From an optimization exercise on the open Yosys and OpenROAD flow, aimed at a short achievable clock period and few clock cycles; shortcuts taken in it are not production practice.
Function was checked by simulation only, so behaviour that the tests miss may differ from the original.
Power and IR drop assume default switching activity.

### design/flow/run.sh
#!/bin/bash
# synth_recipe.tcl (not shown) runs the flow's synth.tcl, then flattens the netlist and writes it again
# the make line also repeats each setting of config.mk as NAME=value (left out here)
make -C /OpenROAD-flow-scripts/flow DESIGN_CONFIG=/design/flow/config.mk WORK_HOME=/design/flow/orfs CLKGATE_MAP_FILE= SYNTH_SCRIPT=/design/flow/synth_recipe.tcl finish
### design/flow/config.mk
export PLATFORM = sky130hd
export DESIGN_NAME = lc2k_core
export DESIGN_NICKNAME = lc2k_core
export VERILOG_FILES = /design/flow/design.v
export SDC_FILE = /design/flow/constraint.sdc
export NUM_CORES = 4
export LEC_CHECK = 0
export ABC_CLOCK_PERIOD_IN_PS = 2500
export CAP_MARGIN = 20
export CORE_MARGIN = 2
export CORE_UTILIZATION = 35
export PLACE_DENSITY = 0.55
export SETUP_SLACK_MARGIN = 3.5
export SLEW_MARGIN = 20
export TNS_END_PERCENT = 100
### design/flow/constraint.sdc
create_clock -name core_clock -period 6.0 [get_ports {clk}]
set_input_delay 1.2000 -clock core_clock [delete_from_list [all_inputs] [get_ports {clk}]]
set_output_delay 1.2000 -clock core_clock [all_outputs]
set_load 0.01 [all_outputs]
### design/flow/design.v
module lc2k_core (
    input  wire        clk,
    input  wire        rst,           
    output wire [15:0] imem_addr,
    input  wire [31:0] imem_rdata,
    output wire [15:0] dmem_addr,
    input  wire [31:0] dmem_rdata,
    output wire        dmem_we,
    output wire [31:0] dmem_wdata,
    output wire        halted
);
    localparam integer NT = 8;        
    localparam integer NB = 3;        
    reg [31:0] regs [0:7];
    reg [15:0] pc;
    reg [15:0] last_pc;               
    reg        last_seq;              
    reg        last_ext;              
    reg [NT-1:0] last_hit;
    reg        last_cfree;            
    reg        last_okc;              
    reg        last_ok;               
    reg        last_lw;               
    reg [2:0]  last_lrd;              
    reg        last_elw;              
    reg [2:0]  last_elrd;             
    reg        last_wr;               
    reg [2:0]  last_wrd;              
    reg        last_ewr;              
    reg [2:0]  last_ewrd;             
    reg [NT-1:0] t_v;
    reg [15:0]   t_tag  [0:NT-1];
    reg [15:0]   t_nxt  [0:NT-1];
    reg [NT-1:0] t_c;
    reg [NT-1:0] t_ext;
    reg [NT-1:0] t_ok;
    reg [NT-1:0] t_lw;                
    reg [2:0]    t_lrd  [0:NT-1];     
    reg [NT-1:0] t_wr;                
    reg [2:0]    t_wrd  [0:NT-1];
    reg [NT-1:0] t_k;                 
    reg [NT-1:0] t_cnor;              
    reg [2:0]    t_crd  [0:NT-1];     
    reg [2:0]    t_ca   [0:NT-1];     
    reg [2:0]    t_cb   [0:NT-1];
    reg [15:0]   t_ctgt [0:NT-1];
    reg [NB-1:0] t_ptr;
    reg          w_new, w_grow;       
    reg [NT-1:0] w_sel;               
    reg          w_jmp, w_sb, w_sa, w_ok, w_lw, w_wr, w_cnor;
    reg [2:0]    w_lrd, w_wrd, w_crd;
    reg [15:0]   w_tag, w_nxt, w_ctgt;
    reg [2:0]    w_ca, w_cb;
    reg        d_valid;
    reg [31:0] d_instr;
    reg [15:0] d_pc1;
    reg        d_sc;                  
    reg        d_so;                  
    reg        d_snor;
    reg [2:0]  d_srd;
    reg [2:0]  d_sca, d_scb;          
    reg [15:0] d_sctgt;
    reg        e_nor, e_lw, e_sw, e_beq, e_halt, e_wr, e_sc;
    reg [2:0]  e_rd;
    reg [31:0] e_a, e_b, e_sd;
    reg [15:0] e_tgt;                    
    reg        s_ab, s_mb, s_am, s_lb, s_al, s_mm, s_ll, s_nor;
    reg        s_ld;                     
    reg        n_ma, n_la, n_mb, n_lb;   
    reg        e_fsa, e_fsl;             
    reg [31:0] e_sva, e_svb;             
    reg        e_sfam, e_sfal, e_sfbm, e_sfbl;
    reg        e_swa, e_swb;             
    reg        e_xe;                     
    reg        e_early;                  
    reg [31:0] e_z;                      
    reg        e_so, e_snor;             
    reg [2:0]  e_srd;
    reg        x_a, x_b, x_sd, x_sa, x_sb;
    reg        m_nor, m_lw, m_sw, m_wr, m_beq, m_sc;
    reg [2:0]  m_rd;
    reg [15:0] m_lo;                     
    reg        m_c16;                    
    reg [15:0] m_ahi, m_bhi;             
    reg        m_eqlo;                   
    reg [31:0] m_sd;
    reg [31:0] m_sx, m_sy;               
    reg        m_k_none, m_k_add, m_k_nor;
    reg [15:0] m_tgt;
    reg        m_so;                     
    reg [2:0]  m_srd;
    reg [31:0] m_sres;
    reg        halt_r;
    assign halted = halt_r;
    assign imem_addr = pc;
    wire [15:0] pc1 = pc + 16'd1;
    wire        f_isbeq    = (imem_rdata[31:22] == 10'b0000000100);
    wire        f_same     = (imem_rdata[21:19] == imem_rdata[18:16]);
    wire        f_beq_same = f_isbeq && f_same;
    wire        f_beq_cond = f_isbeq && !f_same;
    wire        f_ishalt   = (imem_rdata[31:22] == 10'b0000000110);
    wire        f_islw     = (imem_rdata[31:22] == 10'b0000000010);
    wire        f_alu      = (imem_rdata[31:23] == 9'd0);
    wire [2:0]  f_wrd      = f_islw ? imem_rdata[18:16] : imem_rdata[2:0];
    wire        f_nop      = (imem_rdata[31:25] != 7'd0) ||
                             (imem_rdata[24:22] == 3'd5) ||
                             (imem_rdata[24:22] == 3'd7);
    wire [16:0] f_sum      = {pc, 1'b1} + {imem_rdata[15:0], 1'b1};
    wire [15:0] f_target   = f_sum[16:1];
    reg [NT-1:0] h_sel;
    reg          h_hit, h_c, h_ext, h_ok, h_lw, h_wr, h_k, h_cnor;
    reg [2:0]    h_lrd, h_wrd, h_crd;
    reg [15:0]   h_nxt, h_ctgt;
    reg [2:0]    h_ca, h_cb;
    integer j;
    always @(*) begin
        h_hit = 1'b0;
        h_c = 1'b0;
        h_ext = 1'b0;
        h_ok = 1'b0;
        h_lw = 1'b0;
        h_lrd = 3'd0;
        h_wr = 1'b0;
        h_wrd = 3'd0;
        h_k = 1'b0;
        h_cnor = 1'b0;
        h_crd = 3'd0;
        h_nxt = 16'd0;
        h_ctgt = 16'd0;
        h_ca = 3'd0;
        h_cb = 3'd0;
        for (j = 0; j < NT; j = j + 1) begin
            h_sel[j] = t_v[j] && t_tag[j] == pc && !(w_new && w_sel[j]);
            if (h_sel[j]) begin
                h_hit  = 1'b1;
                h_c    = h_c | t_c[j];
                h_ext  = h_ext | t_ext[j];
                h_ok   = h_ok | t_ok[j];
                h_lw   = h_lw | t_lw[j];
                h_lrd  = h_lrd | t_lrd[j];
                h_wr   = h_wr | t_wr[j];
                h_wrd  = h_wrd | t_wrd[j];
                h_k    = h_k | t_k[j];
                h_cnor = h_cnor | t_cnor[j];
                h_crd  = h_crd | t_crd[j];
                h_nxt  = h_nxt | t_nxt[j];
                h_ctgt = h_ctgt | t_ctgt[j];
                h_ca   = h_ca | t_ca[j];
                h_cb   = h_cb | t_cb[j];
            end
        end
    end
    wire f_miss   = !h_hit;
    wire grow_nop = f_miss && f_nop && last_ext;
    wire grow_jmp = f_miss && f_beq_same && last_ext;
    wire sb_dep_e = last_elw && (last_elrd == imem_rdata[21:19] ||
                                 last_elrd == imem_rdata[18:16]);
    wire sb_dep_n = last_lw  && (last_lrd  == imem_rdata[21:19] ||
                                 last_lrd  == imem_rdata[18:16]);
    wire grow_sb  = f_miss && f_beq_cond && last_ext && last_cfree && last_okc &&
                    !sb_dep_e;
    wire sa_dep_e = last_ewr && (last_ewrd == imem_rdata[21:19] ||
                                 last_ewrd == imem_rdata[18:16] ||
                                 last_ewrd == imem_rdata[2:0]);
    wire sa_dep_n = last_wr  && (last_wrd  == imem_rdata[21:19] ||
                                 last_wrd  == imem_rdata[18:16] ||
                                 last_wrd  == imem_rdata[2:0]);
    wire grow_sa  = f_miss && f_alu && last_ext && last_cfree && last_okc &&
                    !sa_dep_e;
    wire grow_a   = grow_nop || grow_jmp || grow_sb || grow_sa;
    wire new_nop  = f_miss && f_nop && !last_ext && last_seq;
    wire new_jmp  = f_miss && f_beq_same && !last_ext && last_seq;
    wire new_sb   = f_miss && f_beq_cond && !last_ext && last_seq && last_ok &&
                    !sb_dep_n;
    wire new_sa   = f_miss && f_alu && !last_ext && last_seq && last_ok &&
                    !sa_dep_n;
    wire new_a    = new_nop || new_jmp || new_sb || new_sa;
    wire grow     = grow_a && f_adv;
    wire new_e    = new_a && f_adv;
    wire [NT-1:0] ptr_sel = {{(NT-1){1'b0}}, 1'b1} << t_ptr;
    wire [31:0] ld     = dmem_rdata;
    wire [16:0] m_hadd = {m_ahi, m_c16} + {m_bhi, m_c16};
    wire [15:0] m_hsum = m_hadd[16:1];
    wire [15:0] m_hi   = m_nor ? ~(m_ahi | m_bhi) : m_hsum;
    wire [31:0] m_alu  = {m_hi, m_lo};
    wire [31:0] m_res  = m_lw ? ld : m_alu;
    wire       d_ok  = d_valid && (d_instr[31:25] == 7'd0);
    wire [2:0] d_opc = d_instr[24:22];
    wire       d_add = d_ok && d_opc == 3'd0;
    wire       d_nor = d_ok && d_opc == 3'd1;
    wire       d_lw  = d_ok && d_opc == 3'd2;
    wire       d_sw  = d_ok && d_opc == 3'd3;
    wire       d_beq = d_ok && d_opc == 3'd4;
    wire       d_hlt = d_ok && d_opc == 3'd6;
    wire [2:0] d_ra  = d_instr[21:19];
    wire [2:0] d_rb  = d_instr[18:16];
    wire [2:0] d_rd  = d_lw ? d_rb : d_instr[2:0];
    wire       d_wr  = d_add || d_nor || d_lw;
    wire       d_useb = d_add || d_nor || d_beq;
    wire [31:0] d_off = {{16{d_instr[15]}}, d_instr[15:0]};
    wire       fa = e_wr && e_rd == d_ra;
    wire       fb = e_wr && e_rd == d_rb && d_useb;
    wire [31:0] e_soa  = {x_sa ? m_sres[31:16] : e_sva[31:16], e_sva[15:0]};
    wire [31:0] e_sob  = {x_sb ? m_sres[31:16] : e_svb[31:16], e_svb[15:0]};
    wire [31:0] e_sres = e_snor ? ~(e_soa | e_sob) : e_soa + e_sob;
    function [31:0] rd_byp(input [2:0] r);
        rd_byp = (e_so && e_srd == r) ? {16'd0, e_sres[15:0]} :
                 (m_so && m_srd == r) ? m_sres :
                 (m_wr && m_rd == r)  ? m_res  : regs[r];
    endfunction
    wire [31:0] d_va  = rd_byp(d_ra);
    wire [31:0] d_vb  = rd_byp(d_rb);
    wire [31:0] d_sva = rd_byp(d_sca);
    wire [31:0] d_svb = rd_byp(d_scb);
    wire stall   = d_so && e_wr && (e_rd == d_sca || e_rd == d_scb);
    wire [31:0] r_a  = regs[d_ra];
    wire [31:0] r_b  = regs[d_rb];
    wire [31:0] r_sa = regs[d_sca];
    wire [31:0] r_sb = regs[d_scb];
    function busy(input [2:0] r);
        busy = (e_wr && e_rd == r) || (m_wr && m_rd == r) ||
               (e_so && e_srd == r) || (m_so && m_srd == r);
    endfunction
    function [31:0] sum_diff(input [31:0] a, input [31:0] b, input [31:0] x);
        reg [31:0] s, c;
        begin
            s = a ^ b ^ x;
            c = (a & b) | ((a ^ b) & s);
            sum_diff = s ^ {c[30:0], 1'b0};
        end
    endfunction
    wire [31:0] z_none  = r_sa ^ r_sb;
    wire [31:0] z_adda  = sum_diff(r_a, r_b, r_sb);
    wire [31:0] z_addb  = sum_diff(r_a, r_b, r_sa);
    wire [31:0] z_nora  = ~(r_a | r_b) ^ r_sb;
    wire [31:0] z_norb  = ~(r_a | r_b) ^ r_sa;
    wire [31:0] z_word  = r_a ^ r_b;
    wire        d_swa  = d_wr && d_rd == d_sca;
    wire        d_swb  = d_wr && d_rd == d_scb;
    wire        z_alu  = (d_instr[31:23] == 9'd0);
    wire        z_wa   = z_alu && d_instr[2:0] == d_sca;
    wire        z_wb   = z_alu && d_instr[2:0] == d_scb;
    wire [31:0] d_z    = !d_sc ? z_word :
                         z_wa ? (d_instr[22] ? z_nora : z_adda) :
                         z_wb ? (d_instr[22] ? z_norb : z_addb) : z_none;
    wire        d_early_s = d_sc && !busy(d_sca) && !busy(d_scb) &&
                            (!(d_swa || d_swb) ||
                             ((d_add || d_nor) && !busy(d_ra) && !busy(d_rb)));
    wire        d_early_b = d_beq && !busy(d_ra) && !busy(d_rb);
    wire        d_early   = d_early_s || d_early_b;
    function busy_m(input [2:0] r);
        busy_m = (e_wr && e_rd == r) || (m_wr && m_rd == r);
    endfunction
    wire        d_xe = d_beq && !busy_m(d_ra) && !busy_m(d_rb) &&
                       e_so && (e_srd == d_ra || e_srd == d_rb);
    wire [15:0] a_lo = e_a[15:0];
    wire [15:0] b_lo = e_b[15:0];
    wire [15:0] p_lo = m_lo;              
    wire [15:0] l_lo = ld[15:0];          
    wire [16:0] sum_ab = a_lo + b_lo;
    wire [16:0] sum_mb = p_lo + b_lo;
    wire [16:0] sum_am = a_lo + p_lo;
    wire [16:0] sum_lb = l_lo + b_lo;
    wire [16:0] sum_al = a_lo + l_lo;
    wire [15:0] nor_a = n_ma ? p_lo : n_la ? l_lo : a_lo;
    wire [15:0] nor_b = n_mb ? p_lo : n_lb ? l_lo : b_lo;
    wire [16:0] e_lo_r = ({17{s_ab}}  & sum_ab) |
                         ({17{s_mb}}  & sum_mb) |
                         ({17{s_am}}  & sum_am) |
                         ({17{s_mm}}  & {p_lo, 1'b0}) |
                         ({17{s_nor}} & {1'b0, ~(nor_a | nor_b)});
    wire [16:0] e_lo_l = s_lb ? sum_lb : s_al ? sum_al : {l_lo, 1'b0};
    wire [16:0] e_lo   = s_ld ? e_lo_l : e_lo_r;
    wire e_eqlo = (s_ab && a_lo == b_lo) ||
                  (s_mb && p_lo == b_lo) ||
                  (s_am && a_lo == p_lo) ||
                  (s_lb && l_lo == b_lo) ||
                  (s_al && a_lo == l_lo);
    wire [31:0] e_ax   = {x_a ? m_sres[31:16] : e_a[31:16], e_a[15:0]};
    wire [31:0] e_bx   = {x_b ? m_sres[31:16] : e_b[31:16], e_b[15:0]};
    wire [31:0] e_fa_v = n_ma ? m_alu : n_la ? ld : e_ax;
    wire [31:0] e_fb_v = n_mb ? m_alu : n_lb ? ld : e_bx;
    wire [31:0] e_sdata = e_fsl ? ld : e_fsa ? m_alu :
                          {x_sd ? m_sres[31:16] : e_sd[31:16], e_sd[15:0]};
    wire [31:0] e_sa = e_sfam ? m_alu : e_sfal ? ld : e_soa;
    wire [31:0] e_sb = e_sfbm ? m_alu : e_sfbl ? ld : e_sob;
    wire e_taken = (e_early && (e_z == 32'd0)) || (e_xe && e_ax == e_bx);
    assign dmem_addr  = m_lo;
    assign dmem_wdata = m_sd;
    assign dmem_we    = m_sw;
    wire m_eqhi = (m_ahi == m_bhi);
    wire [15:0] k_s   = m_ahi ^ m_bhi ^ m_sx[31:16];
    wire [15:0] k_c   = (m_ahi & m_bhi) | ((m_ahi ^ m_bhi) & k_s);
    wire        k_add = (k_s == {k_c[14:0], m_c16});
    wire m_seq = (m_k_none && m_sx == m_sy) ||
                 (m_k_add  && m_lo == m_sx[15:0] && k_add) ||
                 (m_k_nor  && m_lo == m_sx[15:0] && ~(m_ahi | m_bhi) == m_sx[31:16]);
    wire m_taken = (m_sc && m_seq) || (m_beq && m_eqlo && m_eqhi);
    wire e_redir = e_taken && !m_taken;
    wire flush_d = m_taken || e_taken;    
    wire f_adv   = !stall;                
    wire d_hold  = stall;                 
    integer i;
    always @(posedge clk) begin
        if (rst) begin
            for (i = 0; i < 8; i = i + 1)
                regs[i] <= 32'd0;
            pc        <= 16'd0;
            last_seq  <= 1'b0;
            last_ext  <= 1'b0;
            t_v       <= {NT{1'b0}};
            t_ptr     <= {NB{1'b0}};
            w_new     <= 1'b0;
            w_grow    <= 1'b0;
            d_valid   <= 1'b0;
            d_sc      <= 1'b0;
            d_so      <= 1'b0;
            e_so      <= 1'b0;
            m_so      <= 1'b0;
            e_lw <= 1'b0; e_sw <= 1'b0; e_beq <= 1'b0; e_halt <= 1'b0; e_wr <= 1'b0;
            e_sc      <= 1'b0;
            e_early   <= 1'b0;
            e_xe      <= 1'b0;
            m_lw <= 1'b0; m_sw <= 1'b0; m_wr <= 1'b0; m_beq <= 1'b0;
            m_sc      <= 1'b0;
            halt_r    <= 1'b0;
        end else begin
            if (m_wr)
                regs[m_rd] <= m_res;
            if (m_so)
                regs[m_srd] <= m_sres;
            m_lw    <= e_lw;
            m_sw    <= e_sw && !m_taken && !halt_r;
            m_wr    <= e_wr && !m_taken;
            m_beq   <= e_beq && !e_early && !e_xe && !m_taken;
            m_sc    <= e_sc && !e_early && !m_taken;
            m_so    <= e_so && !m_taken;
            halt_r  <= halt_r || (e_halt && !m_taken);
            if (flush_d || d_hold) begin
                e_lw <= 1'b0; e_sw <= 1'b0; e_beq <= 1'b0; e_halt <= 1'b0; e_wr <= 1'b0;
                e_sc <= 1'b0;
                e_so <= 1'b0;
                e_early <= 1'b0;
                e_xe    <= 1'b0;
            end else begin
                e_lw <= d_lw; e_sw <= d_sw; e_beq <= d_beq; e_halt <= d_hlt; e_wr <= d_wr;
                e_sc <= d_sc;
                e_so <= d_so;
                e_early <= d_early;
                e_xe    <= d_xe;
            end
            w_new  <= new_e;
            w_grow <= grow;
            if (new_e)
                t_ptr <= (t_ptr == NT - 1) ? {NB{1'b0}} : t_ptr + 1'b1;
            if (w_new)
                t_v <= t_v | w_sel;
            if (m_taken) begin
                d_valid   <= 1'b0;
                d_sc      <= 1'b0;
                d_so      <= 1'b0;
                pc        <= m_tgt;
                last_seq  <= 1'b0;
                last_ext  <= 1'b0;
            end else if (e_taken) begin
                d_valid   <= 1'b0;
                d_sc      <= 1'b0;
                d_so      <= 1'b0;
                pc        <= e_tgt;
                last_seq  <= 1'b0;
                last_ext  <= 1'b0;
            end else if (stall) begin
            end else if (h_hit) begin
                d_valid   <= !f_nop;
                d_sc      <= h_c && !h_k;
                d_so      <= h_c && h_k;
                pc        <= h_nxt;
                last_seq  <= 1'b0;
                last_ext  <= h_ext;
            end else begin
                d_valid   <= !f_nop && !f_beq_same;
                d_sc      <= 1'b0;
                d_so      <= 1'b0;
                pc        <= f_beq_same ? f_target : pc1;
                last_seq  <= !f_beq_same && !(w_new && w_tag == pc);
                last_ext  <= (grow || new_e) && !f_beq_same;
            end
        end
    end
    integer k;
    always @(posedge clk) begin
        m_nor   <= e_nor;
        m_rd    <= e_rd;
        m_lo    <= e_lo[15:0];
        m_c16   <= e_lo[16];
        m_ahi   <= e_fa_v[31:16];
        m_bhi   <= e_fb_v[31:16];
        m_eqlo  <= e_eqlo;
        m_sd    <= e_sdata;
        m_sx    <= e_swa ? e_sb : e_sa;
        m_sy    <= e_sb;
        m_k_none <= !e_swa && !e_swb;
        m_k_add  <= (e_swa || e_swb) && !e_nor && !e_lw;
        m_k_nor  <= (e_swa || e_swb) && e_nor;
        m_tgt   <= e_tgt;
        e_nor    <= d_nor;
        e_a      <= d_va;
        e_b      <= (d_lw || d_sw) ? d_off : d_vb;
        e_sd     <= d_vb;
        e_rd     <= d_rd;
        e_tgt    <= d_sc ? d_sctgt : d_pc1 + d_instr[15:0];
        s_nor    <= d_nor;
        s_ab     <= !d_nor && !fa && !fb;
        s_mb     <= !d_nor &&  fa && !fb && !e_lw;
        s_am     <= !d_nor && !fa &&  fb && !e_lw;
        s_lb     <= !d_nor &&  fa && !fb &&  e_lw;
        s_al     <= !d_nor && !fa &&  fb &&  e_lw;
        s_mm     <= !d_nor &&  fa &&  fb && !e_lw;
        s_ll     <= !d_nor &&  fa &&  fb &&  e_lw;
        s_ld     <= !d_nor && (fa || fb) && e_lw;
        n_ma     <= fa && !e_lw;
        n_la     <= fa &&  e_lw;
        n_mb     <= fb && !e_lw;
        n_lb     <= fb &&  e_lw;
        e_fsa    <= e_wr && e_rd == d_rb && !e_lw;
        e_fsl    <= e_wr && e_rd == d_rb &&  e_lw;
        e_sva    <= d_sva;
        e_z      <= d_z;
        e_svb    <= d_svb;
        e_sfam   <= e_wr && e_rd == d_sca && !e_lw;
        e_sfal   <= e_wr && e_rd == d_sca &&  e_lw;
        e_sfbm   <= e_wr && e_rd == d_scb && !e_lw;
        e_sfbl   <= e_wr && e_rd == d_scb &&  e_lw;
        e_swa    <= d_wr && d_rd == d_sca;
        e_swb    <= d_wr && d_rd == d_scb;
        e_snor   <= d_snor;
        e_srd    <= d_srd;
        x_a      <= e_so && e_srd == d_ra;
        x_b      <= e_so && e_srd == d_rb && !(d_lw || d_sw);
        x_sd     <= e_so && e_srd == d_rb;
        x_sa     <= e_so && e_srd == d_sca;
        x_sb     <= e_so && e_srd == d_scb;
        m_srd    <= e_srd;
        m_sres   <= e_sres;
        if (f_adv) begin
            d_instr  <= imem_rdata;
            d_pc1    <= pc1;
            d_sca    <= h_ca;
            d_scb    <= h_cb;
            d_sctgt  <= h_ctgt;
            d_snor   <= h_cnor;
            d_srd    <= h_crd;
            last_pc  <= pc;
            last_ok  <= !f_isbeq && !f_ishalt;
            last_lw  <= f_islw;
            last_lrd <= imem_rdata[18:16];
            last_wr  <= f_alu || f_islw;
            last_wrd <= f_wrd;
            if (h_hit) begin
                last_hit   <= h_sel;
                last_cfree <= !h_c;
                last_okc   <= h_ok;
                last_elw   <= h_lw;
                last_elrd  <= h_lrd;
                last_ewr   <= h_wr;
                last_ewrd  <= h_wrd;
            end else if (new_e) begin
                last_hit   <= ptr_sel;
                last_cfree <= !(new_sb || new_sa);
                last_okc   <= last_ok;
                last_elw   <= last_lw;
                last_elrd  <= last_lrd;
                last_ewr   <= last_wr;
                last_ewrd  <= last_wrd;
            end else if (grow_sb || grow_sa) begin
                last_cfree <= 1'b0;
            end
        end
        w_sel  <= new_e ? ptr_sel : last_hit;
        w_jmp  <= f_beq_same;
        w_sb   <= f_beq_cond;
        w_sa   <= f_alu;
        w_ok   <= last_ok;
        w_lw   <= last_lw;
        w_lrd  <= last_lrd;
        w_wr   <= last_wr;
        w_wrd  <= last_wrd;
        w_cnor <= imem_rdata[22];
        w_crd  <= imem_rdata[2:0];
        w_tag  <= last_pc;
        w_nxt  <= f_beq_same ? f_target : pc1;
        w_ctgt <= f_target;
        w_ca   <= imem_rdata[21:19];
        w_cb   <= imem_rdata[18:16];
        for (k = 0; k < NT; k = k + 1)
            if (w_sel[k]) begin
                if (w_new) begin
                    t_tag[k]  <= w_tag;
                    t_ok[k]   <= w_ok;
                    t_lw[k]   <= w_lw;
                    t_lrd[k]  <= w_lrd;
                    t_wr[k]   <= w_wr;
                    t_wrd[k]  <= w_wrd;
                    t_c[k]    <= w_sb || w_sa;
                end
                if (w_new || w_grow) begin
                    t_nxt[k]  <= w_nxt;
                    t_ext[k]  <= !w_jmp;
                end
                if ((w_new || w_grow) && (w_sb || w_sa)) begin
                    t_c[k]    <= 1'b1;
                    t_k[k]    <= w_sa;
                    t_cnor[k] <= w_cnor;
                    t_crd[k]  <= w_crd;
                    t_ca[k]   <= w_ca;
                    t_cb[k]   <= w_cb;
                    t_ctgt[k] <= w_ctgt;
                end
            end
    end
endmodule
==> results of run 1 <==
==> state kept, by name (all words and copies together) (netlist names), 128 cells and up, named ones only <==
name,cells
t_nxt,128
t_ctgt,128
t_tag,128
regs,256
==> final timing paths <==
check / cells after the start / end / slack, ns / from
min: 0 / w_tag[5]$_DFF_P_ / 0.33 / last_pc[5]$_DFFE_PN_
min reg2reg: 0 / w_tag[5]$_DFF_P_ / 0.33 / last_pc[5]$_DFFE_PN_
max: 11 / pc[14]$_SDFFE_PP0P_ / 2.76 / m_ahi[13]$_DFF_P_
max reg2reg: 11 / pc[14]$_SDFFE_PP0P_ / 2.76 / m_ahi[13]$_DFF_P_
==> timing repair <==
item | CTS | global route
buffers inserted | 533 | 181
gates resized for setup | 1647 | 664
pin swaps | 400 | 346
cloned | 61 | 7
setup endpoints to repair | 1115 | 851
==> cells by family after synthesis <==
family,after synthesis,synth area share [%]
simple gates,1894,10.4
mux,710,12.5
buf+inv,862,4.11
flops,1514,47.4
fa+ha+maj,329,5.69
compound gates,1763,13.6
xor+xnor,605,6.34
==> cell usage in the layout, fill, tap and decap left out, types with 75 or more instances in the layout <==
master,Yosys,final
a21oi_2,0,94
o211ai_1,115,115
mux2i_4,0,133
edfxtp_1,930,930
xor2_1,208,193
o21ai_1,14,115
a21oi_1,356,246
clkbuf_16,0,177
dfxtp_2,0,82
mux4_2,256,256
dfxtp_4,0,83
nand3_1,126,108
nand4_1,97,97
o21ai_2,1,118
inv_1,290,222
o21ai_0,527,289
a211oi_1,128,75
dfxtp_1,584,419
buf_6,2,225
a22oi_1,124,113
nor2_1,418,372
buf_4,21,547
mux2i_1,347,191
buf_12,0,134
nand2_1,807,760
ha_1,243,160
xnor2_1,397,371
==> area by class of cell <==
| class | instances | area, um2 | area share, % |
|---|---|---|---|
| multi-input combinational | 5322 | 48400 | 43.5 |
| sequential | 1514 | 40000 | 35.9 |
| timing repair buffer | 1081 | 12100 | 10.9 |
| clock buffer | 225 | 4620 | 4.15 |
| tap | 3167 | 3960 | 3.56 |
| inverter | 295 | 1170 | 1.05 |
| clock inverter | 80 | 1040 | 0.931 |
| antenna | 7 | 17.5 | 0.0157 |
| timing repair inverter | 1 | 8.76 | 0.00786 |
==> stage by stage <==
step / total power [uW] / cells / hold WS, ns / setup WS (ns) / cell area [um2]
after floorplan: 15200 / 7677 / 0.323 / 2.65 / 86200
after global placement: 16800 / 10600 / 0.324 / 1.38 / 90100
after detailed placement: 16900 / 10600 / 0.327 / 1.31 / 90100
after CTS: 28700 / 11500 / 0.322 / 2.85 / 107000
after global routing: 30200 / 11700 / 0.314 / 2.60 / 111000
final: 29400 / 11700 / 0.330 / 2.76 / 111000
==> where the power goes <==
group,total (uW),switching [uW],internal [uW]
logic,6620,3670,2960
registers,12100,586,11500
clock network,10700,4650,6010
total,29400,8900,20500
==> worst reg2reg max path, cell delays in order (launching register included) <==
cell and delay (ns):
dfxtp_2 0.34, fa_1 0.58, xor2_2 0.27, buf_4 0.17, nand4_1 0.09, nor2_1 0.11
or4bb_4 0.52, a2111oi_4 0.32, or3_4 0.26, nor4b_1 0.08, a31oi_1 0.24, o21ai_1 0.13
==> layer usage <==
layer	global-route usage (%)	vias up	wire, um	part of all wire [%]
met5	0	-	170	0.049
met4	14.7	8	21800	6.2
met3	6.52	963	34400	9.9
met2	44.6	3872	162000	46
met1	34.2	34800	131000	37
li1	-	29900	-	-
==> results.tsv, run 1 <==
metric	value	unit
outcome	complete, no violations	
yosysSeqAreaShare	47.4	%
filler_cell_count	21200	
vias	69500	
wl_per_cell	29.8	um
drt-total-wl	349000	um
cp_max_fo	3	
p_leak	0.0403	uW
cpPeakStageDelay	0.57	ns
synth_area_leaders	edfxtp_1 33%, dfxtp_1 14%, mux4_2 6.9%	
netlist.area_leader.share	33.4	%
critPathBufInv	1	
die_y	493	um
hold_class	flip-flop to flip-flop	
core	238000	um2
fin_util	46.9	%
max-slew-margin-rel	19.2	%
ant_nets	0	
ir_worst_vdd	0.000226	V
rows	179	
die_w	493	um
ys_ff_latch	1514	
numPortBuffers	131	
area_delta_synth_final	33.3	%
synthCells	7677	
viasPerCell	5.94	
first_iter_violations	8046	
drv_cap	0	
async_reset_ff_share	0	%
ys_top_cells_by_count	930 x edfxtp_1, 807 x nand2_1, 584 x dfxtp_1	
track_usage	27.6	%
grt_pass1_wl	486000	um
clock_sinks	1514	
setup_tns	0	ns
required	6.66	ns
end_kind	flip-flop	
power-per-cell-area	264	nW/um2
period_minus_slack	3.24	ns
cts_tree	yes	
slew_viol_final	0	
nets	8774	
synth_fp_nets	8072	
hold_viol	0	
arrival	3.90	ns
synth.most_common_cell	edfxtp_1	
ys_types	89	
grt_overflow_total	0	
synth_edf_count	930	
synth_area	83600	um2
cp_cell_sequence	fa_1 -> xor2_2 -> buf_4 -> nand4_1 -> nor2_1 -> or4bb_4 -> a2111oi_4 -> or3_4 -> nor4b_1 -> a31oi_1 -> o21ai_1	
dp_hpwl	211000	um
cts_buffers	164	
gp_congestion	0.918	
die_area	243000	um2
crit_slowest_cell	fa_1	
clk_path_buf_depth	3	
drive_gt1_share	34.7	%
skew	0.0723	ns
yosysTopAreaCell	edfxtp_1	
first_pass_iters	8	
htree_levels	4	
tightest_slew	1.20	ns
boundaryPins	132	
rsz0062_at_grt	yes	
fmax	0.309	GHz
ys.warnings.count	9	
synth_flop_cell	edfxtp_1	
first_global_vias	68200	
drc	0	
fin_crit_sh	53.9	%
clk_pin_slew_worst_paths	0.06	ns
initial_core_util	35.2	%
antenna_found_initial	14	
postSynthAreaPerCell	10.9	um2
clockRootBuffer	clkbuf_16	
worstSetupStartpointType	flip-flop	
grt_max_degree	90	
path_delay_family	simple AND/OR/NAND/NOR gates	
clock_latency	0.87	ns
ctsHoldBuffers	0	
setup_violations	0	
crit_type	flip-flop to flip-flop	
Testbench counts, summed over its fixed seeds: cycles 41,101.
==> inputs of run 2 (changes only) <==
--- a/design/flow/design.v
+++ b/design/flow/design.v
@@ -10,6 +10,6 @@
     output wire        halted
 );
-    localparam integer NT = 8;        
-    localparam integer NB = 3;        
+    localparam integer NT = 9;        
+    localparam integer NB = 4;        
     reg [31:0] regs [0:7];
     reg [15:0] pc;
--- a/design/flow/config.mk
+++ b/design/flow/config.mk
@@ -9,6 +9,6 @@
 export CAP_MARGIN = 20
 export CORE_MARGIN = 2
-export CORE_UTILIZATION = 35
-export PLACE_DENSITY = 0.55
+export CORE_UTILIZATION = 30
+export PLACE_DENSITY = 0.5
 export SETUP_SLACK_MARGIN = 3.5
 export SLEW_MARGIN = 20
==> run 2 against run 1 <==
Compared with the run above:
- hold slack improved by 0.0025 ns
- area after synthesis increased by 3.3%
- register-to-register slack improved by 0.02 ns
- cell count increased by 7.5%
- critical endpoint is now pc[9]$_SDFFE_PP0P_
- sequential share of layout area increased by 0.43 points
- wire length increased by 6.9%
- non-clock buffer count increased by 118
- largest cell class unchanged
==> results.tsv, run 2 <==
metric	value	unit
yosysTopAreaCell	edfxtp_1	
crit_type	flip-flop to flip-flop	
synth_edf_count	1001	
clk_path_buf_depth	4	
synth_area_leaders	edfxtp_1 35%, dfxtp_1 14%, mux4_2 6.7%	
grt_overflow_total	0	
rows	196	
synth_area	86300	um2
end_kind	flip-flop	
gp_congestion	0.943	
drive_gt1_share	34.7	%
p_total	30600	uW
die_w	540	um
clk_pin_slew_worst_paths	0.07	ns
cpPeakStageDelay	0.58	ns
dp_hpwl	229000	um
ys.warnings.count	9	
ant_nets	0	
hold_viol	0	
grt_max_degree	81	
ys_types	98	
grt_pass1_wl	515000	um
period_minus_slack	3.22	ns
wl_per_cell	29.7	um
async_reset_ff_share	0	%
drv_cap	0	
drc	0	
vias	71400	
cp_cell_sequence	ha_2 -> nor4_2 -> nand4_1 -> buf_6 -> nor4bb_4 -> nand4_1 -> or4_4 -> a21oi_4 -> buf_6 -> a22oi_2 -> o21a_1 -> a211oi_2	
first_pass_iters	9	
die_y	540	um
skew	0.0739	ns
path_delay_family	simple AND/OR/NAND/NOR gates	
outcome	complete, no violations	
tightest_slew	1.21	ns
netlist.area_leader.share	34.8	%
drt-total-wl	373000	um
initial_core_util	30.2	%
synth_fp_nets	8240	
numPortBuffers	131	
max-slew-margin-rel	17.0	%
critPathBufInv	2	
largest_register_ffs	256	
htree_levels	4	
slew_viol_final	0	
ir_worst_vdd	0.000323	V
clockRootBuffer	clkbuf_16	
p_leak	0.0421	uW
cp_max_fo	8	
final_common_cell	edfxtp_1	
crit_slowest_cell	or4_4	
clock_sinks	1588	
boundaryPins	132	
hold_ws	0.332	ns
ys_top_cells_by_count	1001 x edfxtp_1, 794 x nand2_1, 587 x dfxtp_1	
top_register	regs	
rsz0062_at_grt	yes	
nets	9061	
die_area	292000	um2
filler_cell_count	26800	
antenna_found_initial	15	
track_usage	24.4	%
yosysSeqAreaShare	48.4	%
hold_class	flip-flop to flip-flop	
area_delta_synth_final	34.4	%
viasPerCell	5.68	
worstSetupStartpointType	flip-flop	
synth_flop_cell	edfxtp_1	
synth.most_common_cell	edfxtp_1	
synthCells	7845	
fmax	0.310	GHz
required	6.78	ns
core	286000	um2
arrival	4.00	ns
setup_violations	0	
ys_ff_latch	1588	
cts_buffers	178	
fin_crit_sh	53.7	%
cts_tree	yes	
power-per-cell-area	264	nW/um2
layout_common_cells	1001 x edfxtp_1, 755 x nand2_1, 600 x buf_4	
first_iter_violations	7802	
first_global_vias	69600	
postSynthAreaPerCell	11.0	um2
setup_tns	0	ns
clock_latency	0.88	ns
fin_util	40.6	%
run 2: per-layer routing:
layer	wire, um	vias up	track usage (%)
met5	109	-	0
met3	31200	936	4.33
met1	144000	35900	30.6
met2	175000	3686	40.3
li1	-	30800	-
met4	22800	16	12.2
run 2: layout make-up:
type	count	area, um2	area share [%]
antenna	4	10.0	0.00862
clock buffer	223	4850	4.18
clock inverter	92	876	0.755
inverter	274	1110	0.953
multi-input combinational	5425	49000	42.2
sequential	1588	42200	36.4
tap	3762	4710	4.06
timing repair buffer	1199	13300	11.4
run 2: report_power, final:
group          switching (uW)  internal, uW
sequential                579         12000
combinational            3710          3150
clock                    4770          6360
total                    9060         21500
run 2: worst paths after layout:
kind	start	cells after the start	endpoint	slack, ns
worst max-delay path	e_b[14]$_DFF_P_	12	pc[9]$_SDFFE_PP0P_	2.78
worst min-delay path	d_srd[0]$_DFFE_PN_	0	e_srd[0]$_DFF_P_	0.33
worst max register to register	e_b[14]$_DFF_P_	12	pc[9]$_SDFFE_PP0P_	2.78
worst min register to register	d_srd[0]$_DFFE_PN_	0	e_srd[0]$_DFF_P_	0.33
run 2: stage by stage:
stage               cells  worst slack (ns)  instance area (um2)
floorplan            7845              2.37                89500
global placement    11400             0.912                94100
detailed placement  11400             0.933                94200
CTS                 12300              2.83               112000
global route        12600              2.69               116000
finish              12600              2.78               116000
run 2: worst reg2reg max path, cell delays in order, from the launching register on:
cell      delay, ns
dfxtp_1        0.46
ha_2           0.38
nor4_2         0.21
nand4_1        0.16
buf_6          0.18
nor4bb_4       0.25
nand4_1        0.14
or4_4          0.58
a21oi_4        0.34
buf_6          0.14
a22oi_2        0.05
o21a_1         0.11
a211oi_2       0.17
run 2: logic make-up (layout without fill, tap and decap cells):
kind of cell,count (synthesis),in the layout,share of synthesized area [%]
and+or+nand+nor,1982,1997,10.7
AOI/OAI and AO/OA,1750,1752,13.0
DFF,1588,1588,48.4
buffers and inverters,849,1788,3.79
muxes,731,731,12.3
xor gates and xnor gates,616,616,6.25
adders and majority gates,329,329,5.52
other,0,4,0
run 2: repair_timing:
| action | 4_1_cts | 5_1_grt |
|---|---|---|
| hold buffers | 0 | 0 |
| resized for setup | 1640 | 600 |
| setup endpoints to repair | 1299 | 754 |
| setup buffers | 622 | 217 |
| pin swaps | 454 | 394 |
| cloned | 47 | 8 |
| endpoints found under the hold margin | 0 | 0 |
Testbench counts of run 2, summed over its fixed seeds: cycles 40,820.
==> inputs of run 3 (changes only) <==
--- a/design/flow/config.mk
+++ b/design/flow/config.mk
@@ -9,6 +9,6 @@
 export CAP_MARGIN = 20
 export CORE_MARGIN = 2
-export CORE_UTILIZATION = 30
-export PLACE_DENSITY = 0.5
+export CORE_UTILIZATION = 40
+export PLACE_DENSITY = 0.6
 export SETUP_SLACK_MARGIN = 3.5
 export SLEW_MARGIN = 20
==> run 3 against run 2 <==
Compared with the run above:
- still clean
- via count increased by 2.1%
- synthesized cell count did not move
- register-to-register slack got worse by 0.02 ns
- hold slack improved by 0.0080 ns
- largest cell class unchanged
- largest power group unchanged
- highest routed layer unchanged
==> results.tsv, run 3 <==
metric	value	unit
nets	9064	
power-per-cell-area	267	nW/um2
initial_core_util	40.2	%
first_global_vias	70400	
p_leak	0.0424	uW
yosysSeqAreaShare	48.4	%
hp-start	last_pc[4]$_DFFE_PN_	
setup_tns	0	ns
r2r_start	m_sres[24]$_DFF_P_	
numPortBuffers	131	
crit_type	flip-flop to flip-flop	
final_common_cell	edfxtp_1	
boundaryPins	132	
die_y	469	um
postSynthAreaPerCell	11.0	um2
grt_pass1_wl	492000	um
synthCells	7845	
ir_worst_vdd	0.000303	V
ys_ff_latch	1588	
hold_viol	0	
clock_sinks	1588	
synth_edf_count	1001	
viasPerCell	6.25	
cts_buffers	168	
area_delta_synth_final	33.5	%
netlist.area_leader.share	34.8	%
ant_nets	0	
r2r_slack	2.76	ns
arrival	4.00	ns
clk_path_buf_depth	3	
rsz0062_at_grt	yes	
hold_class	flip-flop to flip-flop	
cts_tree	yes	
worstSetupStartpointType	flip-flop	
drt-total-wl	353000	um
clock_latency	0.86	ns
layout_common_cells	1001 x edfxtp_1, 761 x nand2_1, 631 x buf_4	
fin_cells	11700	
holdPathStages	0	
required	6.76	ns
hold_path_end	w_tag[4]$_DFF_P_	
cp_max_fo	17	
fin_crit_sh	54.0	%
antenna_found_initial	14	
period_minus_slack	3.24	ns
dp_hpwl	216000	um
yosysTopAreaCell	edfxtp_1	
dp_cells	10400	
htree_levels	4	
synth_flop_cell	edfxtp_1	
drc	0	
track_usage	30.9	%
max-slew-margin-rel	30.4	%
top_register	regs	
end_kind	flip-flop	
ys.warnings.count	9	
fmax	0.309	GHz
tightest_slew	1.04	ns
largest_register_ffs	256	
die_w	469	um
synth_area_leaders	edfxtp_1 35%, dfxtp_1 14%, mux4_2 6.7%	
wl_per_cell	30.3	um
layout_setup_ws	2.76	ns
slew_viol_final	0	
r2r-end	pc[1]$_SDFFE_PP0P_	
skew	0.0560	ns
grt_max_degree	133	
ys_types	98	
drv_cap	0	
ys_top_cells_by_count	1001 x edfxtp_1, 794 x nand2_1, 587 x dfxtp_1	
gp_congestion	0.967	
async_reset_ff_share	0	%
filler_cell_count	17700	
synth.most_common_cell	edfxtp_1	
first_pass_iters	8	
clockRootBuffer	clkbuf_16	
multi_input_area	49200	um2
grt_overflow_total	0	
p_total	30800	uW
synth_fp_nets	8240	
drive_gt1_share	34.8	%
outcome	complete, no violations	
regArea	42200	um2
core	215000	um2
clk_pin_slew_worst_paths	0.06	ns
synth_area	86300	um2
die_area	220000	um2
rows	170	
setup_violations	0	
rr_worst_depth	11	
first_iter_violations	8696	
vias	72800	
dpl_worst_slack	1.40	ns
setup.worst_path.start	m_sres[24]$_DFF_P_	
run 3: cell count changes in the layout (fill, tap and decap cells not counted), sizes merged, moves of 2 or more:
cell / previous run / this run
bufinv: 15 / 22
buf: 1142 / 1155
clkdlybuf4s50: 23 / 28
dlymetal6s2s: 0 / 2
clkinv: 68 / 55
dlygate4sd2: 9 / 6
clkbuf: 230 / 237
inv: 273 / 276
clkdlybuf4s15: 14 / 7
run 3: routing by layer:
metal  up-vias  global-route usage (%)  part of all wire, %  wire [um]
met5         -                       0                0.059        210
met1     36100                    36.8                   35     125000
li1      30800                       -                    -          -
met2      4579                    50.3                   46     163000
met3      1313                    6.75                   10      35700
met4        12                    20.1                  8.2      29000
run 3: how the worst max path moves through the flow:
stage                                  to  slack [ns]  cells past startpoint
global route          pc[10]$_SDFFE_PP0P_        2.72                     10
floorplan           last_hit[7]$_DFFE_PN_        2.37                     10
detailed placement  last_hit[6]$_DFFE_PN_        1.40                     11
global placement    last_hit[5]$_DFFE_PN_        1.39                     11
finish                 pc[1]$_SDFFE_PP0P_        2.76                     11
CTS                    pc[9]$_SDFFE_PP0P_        2.88                     11
run 3: cell type report:
class	count	share of cell area, %
clock inverter	89	1.07
sequential	1588	36.6
inverter	274	0.970
multi-input combinational	5424	42.7
timing repair buffer	1212	11.4
clock buffer	227	4.12
timing repair inverter	1	0.00651
tap	2838	3.08
antenna	4	0.00868
run 3: power breakdown:
part | switching (uW) | internal, uW | leakage (uW)
Clock | 4790 | 6580 | 0.00291
Sequential | 553 | 12000 | 0.0149
Combinational | 3700 | 3140 | 0.0246
run 3: cells by family after synthesis:
group / Yosys count / share of synthesized area [%]
AND/OR/NAND/NOR: 1982 / 10.7
XOR/XNOR: 616 / 6.25
adder cells (fa/ha/maj): 329 / 5.52
flip-flops: 1588 / 48.4
AO/OA/AOI/OAI: 1750 / 13.0
buffers and inverters: 849 / 3.79
multiplexers: 731 / 12.3
run 3: worst max-delay path: stages (launching register included):
cell and delay [ns]:
dfxtp_1 0.31, buf_4 0.29, mux2i_1 0.26, xnor2_1 0.48, nor4bb_4 0.28, nand4_1 0.14
or4_4 0.58, a21oi_4 0.29, buf_6 0.16, a22oi_2 0.05, o21a_1 0.11, o22ai_1 0.19
run 3: what timing repair did:
action	CTS	global route
hold buffers	0	0
setup endpoints to repair	1373	938
gates resized for setup	1536	730
buffers inserted	640	223
gates cloned	39	10
endpoints found under the hold margin	0	0
pin swaps	402	437
run 3: metrics by stage:
step | area, um2 | util, % | hold slack (ns)
floorplan | 89500 | - | 0.323
global placement | 92900 | 43.3 | 0.324
detailed placement | 92900 | 43.3 | 0.327
CTS | 110000 | 51.3 | 0.339
global route | 115000 | 53.7 | 0.343
finish | 115000 | 53.7 | 0.340

## static timing again, ports no longer ideal
In the flow no input, the clock included, has a driving cell. The finished layouts below were timed again as built, in two steps.
Step 1 sets driving cells, clkbuf_16 on the clock port and buf_2 on the other inputs (assumed; they add their load-dependent delay and slew).
Step 2 adds t to the input delays and takes it off the output delays; t is the mean of the earliest and latest rising clock arrival at the registers after step 1. Input paths then give back, and output paths get back, about the clock's delay inside the block.
Three values: ideal, step 1, step 2; two values: the first two.
run | t (ns) | slack for setup (ns) | hold slack, ns | worst register clock-pin slew, ns
run 1 | 0.907 | 2.763 / 2.763 / 1.969 | 0.330 / 0.330 / 0.330 | 0.07 / 0.07
run 2 | 0.944 | 2.779 / 2.779 / 1.960 | 0.332 / 0.332 / 0.332 | 0.07 / 0.07
run 3 | 0.924 | 2.760 / 2.760 / 1.959 | 0.340 / 0.340 / 0.340 | 0.07 / 0.07
After both steps every run listed still meets setup and hold. The setup slack of run 2, which loses most, moves by 0.000 ns with the drivers and by -0.819 ns with both steps.
